Source: an optimization exercise on an open RTL-to-GDS flow (aim: small area, a short achievable clock period and few clock cycles). Production flows keep margins and buffers that such runs may drop.
Function was checked by simulation only, so behaviour that the tests miss may differ from the original.
Power is estimated from default activity; no workload was simulated.

==> design.v <==
module frame_serializer (
    input  wire         clk,
    input  wire         rst,
    input  wire         req_valid,
    output reg          req_ready,
    input  wire         op,           
    input  wire         ft,
    input  wire         aw,
    input  wire [31:0]  raw_id,
    input  wire [7:0]   sid_raw,
    input  wire [7:0]   nid_raw,
    input  wire [7:0]   plen,
    input  wire [119:0] pay,
    output reg          tx_valid,
    output reg  [7:0]   tx_data,
    output reg          tx_last,
    input  wire         tx_ready,
    output reg          resp_valid,
    output reg  [2:0]   status,
    output reg  [4:0]   wire_len
);
    localparam [2:0] ST_OK = 3'd0, ST_RANGE = 3'd1, ST_LEN = 3'd2;
    reg       ph_aa, ph_cfg, ph_addr, ph_pay;
    reg [1:0] k;      
    reg [3:0] j;      
    wire        pack_oor = (sid_raw > 8'd31) || (nid_raw > 8'd63);
    wire [31:0] addr     = op ? {21'd0, sid_raw[4:0], nid_raw[5:0]} : raw_id;
    wire        id_oor   = op ? pack_oor : (!aw && raw_id[31:16] != 16'd0);
    wire        len_bad  = plen > 8'd15;
    wire [7:0] cfg = {2'b11, aw, ft, plen[3:0]};
    wire take     = tx_valid && tx_ready;
    wire addr_end = aw ? (k == 2'd0) : (k == 2'd2);
    wire in_body  = ph_pay || (ph_addr && addr_end);
    wire body_end = (j == plen[3:0]);
    wire sel_addr = ph_cfg || (ph_addr && !addr_end);
    wire sel_pay  = in_body && !body_end;
    wire sel_end  = in_body && body_end;
    reg [7:0] addr_byte, pay_byte;
    integer i;
    always @(*) begin
        addr_byte = 8'd0;
        for (i = 0; i < 4; i = i + 1)
            addr_byte = addr_byte | ({8{k == i}} & addr[8*i +: 8]);
        pay_byte = 8'd0;
        for (i = 0; i < 15; i = i + 1)
            pay_byte = pay_byte | ({8{j == i}} & pay[8*i +: 8]);
    end
    wire [7:0] nxt = ({8{ph_aa}} & cfg) | ({8{sel_addr}} & addr_byte)
                   | ({8{sel_pay}} & pay_byte) | ({8{sel_end}} & 8'h55);
    always @(posedge clk) begin
        status   <= id_oor ? ST_RANGE : (len_bad ? ST_LEN : ST_OK);
        wire_len <= (id_oor || len_bad) ? 5'd0
                  : (5'd5 + {3'd0, aw, 1'b0} + {1'b0, plen[3:0]});
        if (rst || req_ready) begin
            tx_data <= 8'hAA;
            ph_aa   <= 1'b1;
            ph_cfg  <= 1'b0;
            ph_addr <= 1'b0;
            ph_pay  <= 1'b0;
            k       <= 2'd0;
            j       <= 4'd0;
        end else if (take) begin
            tx_data <= nxt;
            ph_aa   <= 1'b0;
            ph_cfg  <= ph_aa;
            ph_addr <= sel_addr;
            ph_pay  <= sel_pay;
            if (sel_addr)
                k <= k + 2'd1;
            if (sel_pay)
                j <= j + 4'd1;
        end
        if (rst) begin
            req_ready  <= 1'b1;
            tx_valid   <= 1'b0;
            tx_last    <= 1'b0;
            resp_valid <= 1'b0;
        end else begin
            resp_valid <= 1'b0;
            if (req_ready && req_valid) begin
                req_ready <= 1'b0;
                if (id_oor || len_bad) begin
                    resp_valid <= 1'b1;
                    req_ready  <= 1'b1;
                end else begin
                    tx_valid <= 1'b1;
                end
            end else if (take) begin
                tx_last <= sel_end;
                if (tx_last) begin
                    tx_valid   <= 1'b0;
                    tx_last    <= 1'b0;
                    resp_valid <= 1'b1;
                    req_ready  <= 1'b1;
                end
            end
        end
    end
endmodule
module frame_deserializer (
    input  wire         clk,
    input  wire         rst,
    input  wire         req_valid,
    output reg          req_ready,
    input  wire         rx_valid,
    input  wire [7:0]   rx_data,
    input  wire         rx_timeout,
    output reg          rx_ready,
    output reg          resp_valid,
    output wire [2:0]   status,
    output wire         ft,
    output wire         aw,
    output wire [25:0]  sid,
    output wire [5:0]   nid,
    output wire [3:0]   plen,
    output wire [119:0] pay
);
    localparam [2:0] S_START = 3'd0, S_CFG = 3'd1, S_ADDR = 3'd2,
                     S_PAY = 3'd3, S_END = 3'd4;
    reg [2:0]   state;
    reg [5:0]   rx_cfg;
    reg [31:0]  rx_acc;
    reg [1:0]   k;
    reg [3:0]   j;
    reg [119:0] rx_buf;
    reg         st_desync, st_trunc;
    assign status = {st_trunc, st_desync, st_desync};
    assign ft     = rx_cfg[4];
    assign aw     = rx_cfg[5];
    assign plen   = rx_cfg[3:0];
    assign sid    = rx_acc[31:6];
    assign nid    = rx_acc[5:0];
    assign pay    = rx_buf;
    wire ev_byte = rx_ready && rx_valid;
    wire ev_none = rx_ready && !rx_valid && rx_timeout;
    wire ev      = ev_byte || ev_none;
    wire addr_last = rx_cfg[5] ? (k == 2'd3) : (k == 2'd1);
    wire pay_last  = (j == rx_cfg[3:0] - 4'd1);
    integer i;
    always @(posedge clk) begin
        if (state == S_CFG)
            rx_cfg <= rx_data[5:0];
        if (state == S_START)
            rx_acc[31:16] <= 16'd0;
        for (i = 0; i < 4; i = i + 1)
            if (state == S_ADDR && k == i)
                rx_acc[8*i +: 8] <= rx_data;
        for (i = 0; i < 15; i = i + 1)
            if (state == S_PAY && j == i)
                rx_buf[8*i +: 8] <= rx_data;
        if (rst) begin
            req_ready  <= 1'b1;
            rx_ready   <= 1'b0;
            resp_valid <= 1'b0;
        end else begin
            resp_valid <= 1'b0;
            if (req_ready && req_valid) begin
                req_ready <= 1'b0;
                rx_ready  <= 1'b1;
                state     <= S_START;
            end else if (ev) begin
                case (state)
                    S_START: begin
                        if (ev_byte && rx_data == 8'hAA) begin
                            state <= S_CFG;
                        end else begin
                            st_desync  <= 1'b1;
                            st_trunc   <= 1'b0;
                            resp_valid <= 1'b1;
                            rx_ready   <= 1'b0;
                            req_ready  <= 1'b1;
                        end
                    end
                    S_CFG: begin
                        k     <= 2'd0;
                        state <= S_ADDR;
                    end
                    S_ADDR: begin
                        k <= k + 2'd1;
                        if (addr_last) begin
                            j     <= 4'd0;
                            state <= (rx_cfg[3:0] != 4'd0) ? S_PAY : S_END;
                        end
                    end
                    S_PAY: begin
                        j <= j + 4'd1;
                        if (pay_last)
                            state <= S_END;
                    end
                    default: ;
                endcase
                if (state != S_START) begin
                    if (ev_none || state == S_END) begin
                        st_desync  <= 1'b0;
                        st_trunc   <= !(ev_byte && rx_data == 8'h55);
                        resp_valid <= 1'b1;
                        rx_ready   <= 1'b0;
                        req_ready  <= 1'b1;
                    end
                end
            end
        end
    end
endmodule
module frame_codec (
    input  wire         clk,
    input  wire         rst,
    input  wire         tx_req_valid,
    output wire         tx_req_ready,
    input  wire         tx_op,
    input  wire         tx_ft,
    input  wire         tx_aw,
    input  wire [31:0]  tx_raw_id,
    input  wire [7:0]   tx_sid,
    input  wire [7:0]   tx_nid,
    input  wire [7:0]   tx_plen,
    input  wire [119:0] tx_pay,
    output wire         tx_valid,
    output wire [7:0]   tx_data,
    output wire         tx_last,
    input  wire         tx_ready,
    output wire         tx_resp_valid,
    output wire [2:0]   tx_status,
    output wire [4:0]   tx_wire_len,
    input  wire         rx_req_valid,
    output wire         rx_req_ready,
    input  wire         rx_valid,
    input  wire [7:0]   rx_data,
    input  wire         rx_timeout,
    output wire         rx_ready,
    output wire         rx_resp_valid,
    output wire [2:0]   rx_status,
    output wire         rx_ft,
    output wire         rx_aw,
    output wire [25:0]  rx_sid,
    output wire [5:0]   rx_nid,
    output wire [3:0]   rx_plen,
    output wire [119:0] rx_pay
);
    frame_serializer u_tx (
        .clk(clk), .rst(rst),
        .req_valid(tx_req_valid), .req_ready(tx_req_ready),
        .op(tx_op), .ft(tx_ft), .aw(tx_aw), .raw_id(tx_raw_id),
        .sid_raw(tx_sid), .nid_raw(tx_nid), .plen(tx_plen), .pay(tx_pay),
        .tx_valid(tx_valid), .tx_data(tx_data), .tx_last(tx_last), .tx_ready(tx_ready),
        .resp_valid(tx_resp_valid), .status(tx_status), .wire_len(tx_wire_len)
    );
    frame_deserializer u_rx (
        .clk(clk), .rst(rst),
        .req_valid(rx_req_valid), .req_ready(rx_req_ready),
        .rx_valid(rx_valid), .rx_data(rx_data), .rx_timeout(rx_timeout), .rx_ready(rx_ready),
        .resp_valid(rx_resp_valid), .status(rx_status),
        .ft(rx_ft), .aw(rx_aw), .sid(rx_sid), .nid(rx_nid), .plen(rx_plen), .pay(rx_pay)
    );
endmodule
==> flow/run.sh <==
#!/bin/bash
# Standard layout, with the port buffers made of the smallest buffer cell.
set -euo pipefail
export BUFFER_PORTS_ARGS="-buffer_cell sky130_fd_sc_hd__buf_1"
bash standard.sh > flow_make.log 2>&1
==> standard.sh <==
#!/bin/bash
# synth_recipe.tcl (not shown) runs the flow's synth.tcl, then flattens the netlist and writes it again
# the make line also repeats each setting of config.mk as NAME=value (left out here)
make -C /OpenROAD-flow-scripts/flow DESIGN_CONFIG=/design/flow/config.mk WORK_HOME=/design/flow/orfs CLKGATE_MAP_FILE= SYNTH_SCRIPT=/design/flow/synth_recipe.tcl "${@:-finish}"
==> config.mk <==
export PLATFORM = sky130hd
export DESIGN_NAME = frame_codec
export DESIGN_NICKNAME = frame_codec
export VERILOG_FILES = /design/flow/design.v
export SDC_FILE = /design/flow/constraint.sdc
export NUM_CORES = 4
export LEC_CHECK = 0
export CAP_MARGIN = 20
export CORE_MARGIN = 2
export CORE_UTILIZATION = 40
export CTS_CLUSTER_DIAMETER = 60
export CTS_CLUSTER_SIZE = 50
export SETUP_SLACK_MARGIN = 3.7
export SLEW_MARGIN = 20
==> constraint.sdc <==
create_clock -name core_clock -period 6.0 [get_ports {clk}]
set_input_delay 1.2000 -clock core_clock [delete_from_list [all_inputs] [get_ports {clk}]]
set_output_delay 1.2000 -clock core_clock [all_outputs]
set_load 0.01 [all_outputs]
==> results.txt <==
- DRC: 0
- Initial Util: 0.410
- Largest net degree at the start of global routing: 45
- Die height: about 150 um
- FILL cells: just under 2,000
- Flops & latches, synth: between 200 and 250
- Via count: ~6,800
- Antenna-violating nets left: 0
- Worst reg-to-reg setup slack: about 3.8 ns
- Worst skew pair latency: a little under 0.5 ns
- GPL Wtd Cong: between 0.8 and 0.9
- Initial drt markers: ~330
- CP max stage cell: edfxtp_1
- Syn avg cell area: approximately 13 um^2
- Worst Hold Launch: u_tx.ph_pay
- Adder-Cell Fraction of Synth Area: 0.0284
- Final Util: 0.526
- Clock transition at path regs: around 0.10 ns
- Setup TNS: 0 ns
- Worst Reg-to-Reg Cells: 7
- Max-cap violations: 0
- Max Clk Rate: 0.440 GHz
- Placed cells: about 1,300
- Vias in the first global route: approximately 6,300
- Yosys warnings: 2
- GRT Resource Usage Total: 0.206
- Crit path required time: approximately 4.8 ns
- XOR/XNOR Fraction of Synth Area: 0.0182
- Final hold vios: 0
- Hold Path Cell Cnt: 2
- Drt total wl: between 20 and 30 mm
- Routed vias/inst: around 5.2
- WHS Endpoint: u_tx.ph_pay
- Total gr overflow: 0
- Slew margin rel.: 0.489
- Core area: between 20,000 and 25,000 um^2
- Drt wl/cell: ~19 um
- Crit-path cells: buf_6
- Synth unique cells: 70
- CTS HTree Levels: 1
- Critical path class: flip-flop to primary output
- Die area: between 20,000 and 25,000 um^2
- Syn_nets: between 800 and 900
- Post-Synth Simple-Gate Area: 0.106
- Clk buf depth: 3
- Hold_buf cts: 0
- Cell Rows: 53
- Tcrit/Tclk final: 0.379
- Min Tclk post-route: between 2 and 2.5 ns
- Syn-to-layout area delta: 28.3%
- Reg2Reg Launch Point: u_tx.k[0]
- DP Wirelength: ~18 mm
- Fin nets: around 1,200
- Static Leak: roughly 0.0037 uW
- Status: finished clean
- Post-synthesis compound-gate area fraction: 0.128
- Arrival time at the worst endpoint: approximately 1.1 ns
- Initial antenna violation count: 3
- Global-route wire length before repair: roughly 36 mm
- Nature of the critical path endpoint: primary output
- Startpoint Class: flip-flop
- Worst slew pin tran: roughly 0.77 ns
- Ports: between 300 and 400
- CP peak stage delay: around 0.44 ns
- Clk sink count: between 200 and 250
- First-pass DRT Iterations: 5
- Reg-to-reg endpoint: u_tx.tx_data[2]
- Fraction of registers with async set/reset: 0
- Clk root buf: clkbuf_16
- RSZ-0062 raised after global routing: true
- Synthesized cell area: 8640 um^2
- TritonCTS clock tree: yes
- Delay-heaviest family, CP: flip-flops
- CP max FO: 2
- Ratio of cells with drive above 1 in the final layout: 0.101
- Sequential fraction of the synthesis area: 0.661
- Max IR drop VDD: 0.142 mV
- Slew Viols, Final: 0
- Power, Total: between 2000 and 3000 uW
- Die Span X: 151 um
- Post-synth EDFFs: approximately 170
- Cells after Synth: 643
- Hold slack: about 0.47 ns
- Worst path buffer plus inverter count: 1
- IO buf count: 376
- Power Dens Cells: around 250 nW/um^2
- Largest family of logic cells by synthesized area: compound AO/OA/AOI/OAI gates
- Top FF cell, synth: edfxtp_1
- Number of CTS-inserted buffers: 14
- Worst Skew: approximately 0.026 ns
- Non-filler cells, final: 1,304
- Final Setup Violations: 0
- Mux contribution to synthesized area: 0.0259
- Worst hold path class: flip-flop to flip-flop
==> cells in the mapped netlist (all sizes together) (3+ instances only) <==
| cell type | count | area, um^2 |
|---|---|---|
| edfxtp | 169 | 5070 |
| nand2 | 43 | 161 |
| dfxtp | 32 | 641 |
| nor2 | 31 | 116 |
| a21oi | 29 | 145 |
| o21ai | 27 | 135 |
| a22oi | 22 | 165 |
| nand3 | 22 | 115 |
| clkbuf | 21 | 88.8 |
| and3 | 20 | 125 |
| inv | 20 | 75.1 |
| and2 | 19 | 119 |
| buf | 19 | 113 |
| ha | 18 | 225 |
| a221oi | 14 | 123 |
| a222oi | 12 | 120 |
| xnor2 | 12 | 105 |
| mux2i | 10 | 100 |
| nor4 | 8 | 65.1 |
| a22o | 7 | 61.3 |
| mux2 | 7 | 78.8 |
| nor3 | 7 | 40.0 |
| nor2b | 6 | 37.5 |
| o211ai | 6 | 50.1 |
| xor2 | 6 | 52.6 |
| a211oi | 5 | 37.5 |
| nor4bb | 4 | 40.0 |
| a31oi | 3 | 18.8 |
| a41o | 3 | 30.0 |
| and4 | 3 | 26.3 |
| o21a | 3 | 22.5 |
==> per-layer routing <==
| layer | wire length, um | vias to the layer above | GRT usage |
|---|---|---|---|
| met5 | 0 | - | 0 |
| met4 | 493 | 0 | 0.0533 |
| met3 | 1990 | 30 | 0.0370 |
| met2 | 12800 | 318 | 0.367 |
| met1 | 9750 | 3209 | 0.259 |
| li1 | - | 3221 | - |
==> how the worst max path moves through the flow <==
stage,from,to,slack [ns],cells after the start
3_5_place_dp,rx_data[3],u_rx.state[1],2.72,5
6_report,u_rx.rx_cfg[1],rx_plen[1],3.73,1
3_3_place_gp,rx_data[3],u_rx.state[0],2.82,5
5_1_grt,tx_aw,u_tx.tx_data[2],3.67,6
2_1_floorplan,tx_sid[6],u_tx.req_ready,3.53,4
4_1_cts,u_rx.rx_cfg[1],rx_plen[1],3.70,1
==> what timing repair did <==
action,in CTS,in global routing
cloned,0,1
resized for setup,18,33
endpoints found under the setup margin,21,23
pin swaps,1,5
setup buffers,4,4
==> cells in the final DEF, fill, tap and decap left out, types with 4 or more instances in the layout <==
master | synthesis | final
ha_1 | 18 | 17
nor3_1 | 6 | 5
o21ai_0 | 26 | 25
xor2_1 | 6 | 6
a21oi_1 | 29 | 27
nor4_1 | 7 | 7
and3_1 | 20 | 20
inv_1 | 20 | 20
mux2i_1 | 10 | 9
nand2_1 | 43 | 42
nor2_1 | 31 | 30
nand3_1 | 21 | 21
mux2_2 | 7 | 7
clkbuf_2 | 0 | 10
a222oi_1 | 12 | 12
buf_1 | 1 | 356
a221oi_1 | 14 | 13
dfxtp_2 | 0 | 4
nor2b_1 | 6 | 6
and2_1 | 19 | 19
o211ai_1 | 5 | 5
a22oi_1 | 22 | 22
dfxtp_1 | 32 | 27
xnor2_1 | 12 | 12
clkinv_16 | 0 | 4
clkbuf_16 | 0 | 16
edfxtp_1 | 169 | 169
buf_2 | 12 | 7
a22o_1 | 7 | 7
a211oi_1 | 5 | 5
buf_4 | 5 | 20
==> kinds of logic (layout without fill, tap and decap cells) <==
| logic type | Yosys count | count (layout) |
|---|---|---|
| other cells | 1 | 4 |
| fa+ha+maj | 19 | 19 |
| compound gates | 153 | 153 |
| xor+xnor | 18 | 18 |
| mux | 19 | 19 |
| buf+inv | 60 | 443 |
| flops | 201 | 201 |
| simple gates | 172 | 172 |
==> where the power goes <==
group	internal, uW	switching (uW)
sequential	1520	6.85
combinational	73.6	98.9
clock	507	542
==> state kept, by name, summed over array words and instances (netlist names), 3 cells and up <==
name,cells
u_rx.j,4
u_rx.rx_acc,32
u_rx.rx_buf,120
u_rx.rx_cfg,6
u_rx.state,3
u_tx.j,4
u_tx.tx_data,8
u_tx.wire_len,5
==> layout make-up <==
| class | instances | area, um^2 | share of cell area |
|---|---|---|---|
| Inverter | 20 | 75.1 | 0.00677 |
| Multi-Input combinational cell | 382 | 2730 | 0.246 |
| Tap cell | 275 | 344 | 0.0310 |
| Timing Repair Buffer | 399 | 1670 | 0.151 |
| Clock inverter | 9 | 165 | 0.0149 |
| Antenna cell | 3 | 7.51 | 0.000677 |
| Sequential cell | 201 | 5720 | 0.516 |
| Clock buffer | 15 | 375 | 0.0338 |
==> stage by stage <==
stage	setup WS [ns]	area, um^2
finish	3.73	11100
global route	3.67	11100
CTS	3.70	10900
detailed placement	2.72	10300
global placement	2.82	10300
floorplan	3.53	8670
Testbench counts, summed over its fixed seeds: cycles 56,146.

what the ideal ports hide:
No port has a modelled driver above. Below, the same layout with a new extraction and two added sets of constraints.
Step 1, drivers: a clkbuf_16 drives clk and a buf_2 each remaining input, both assumed.
Step 2 also shifts input and output timing later by t, the mid clock arrival at the registers, as if the neighbouring blocks saw the same clock.
Slacks: ideal / step 1 / step 2; pairs: ideal / step 1.
shift t [ns]: 0.518
setup slack, ns: 3.725 / 3.677 / 3.250
clock arrival spread, ns: 0.036 / 0.036
After both steps this run still meets setup and hold. The setup slack of this run moves by -0.048 ns with the drivers and by -0.475 ns with both steps.
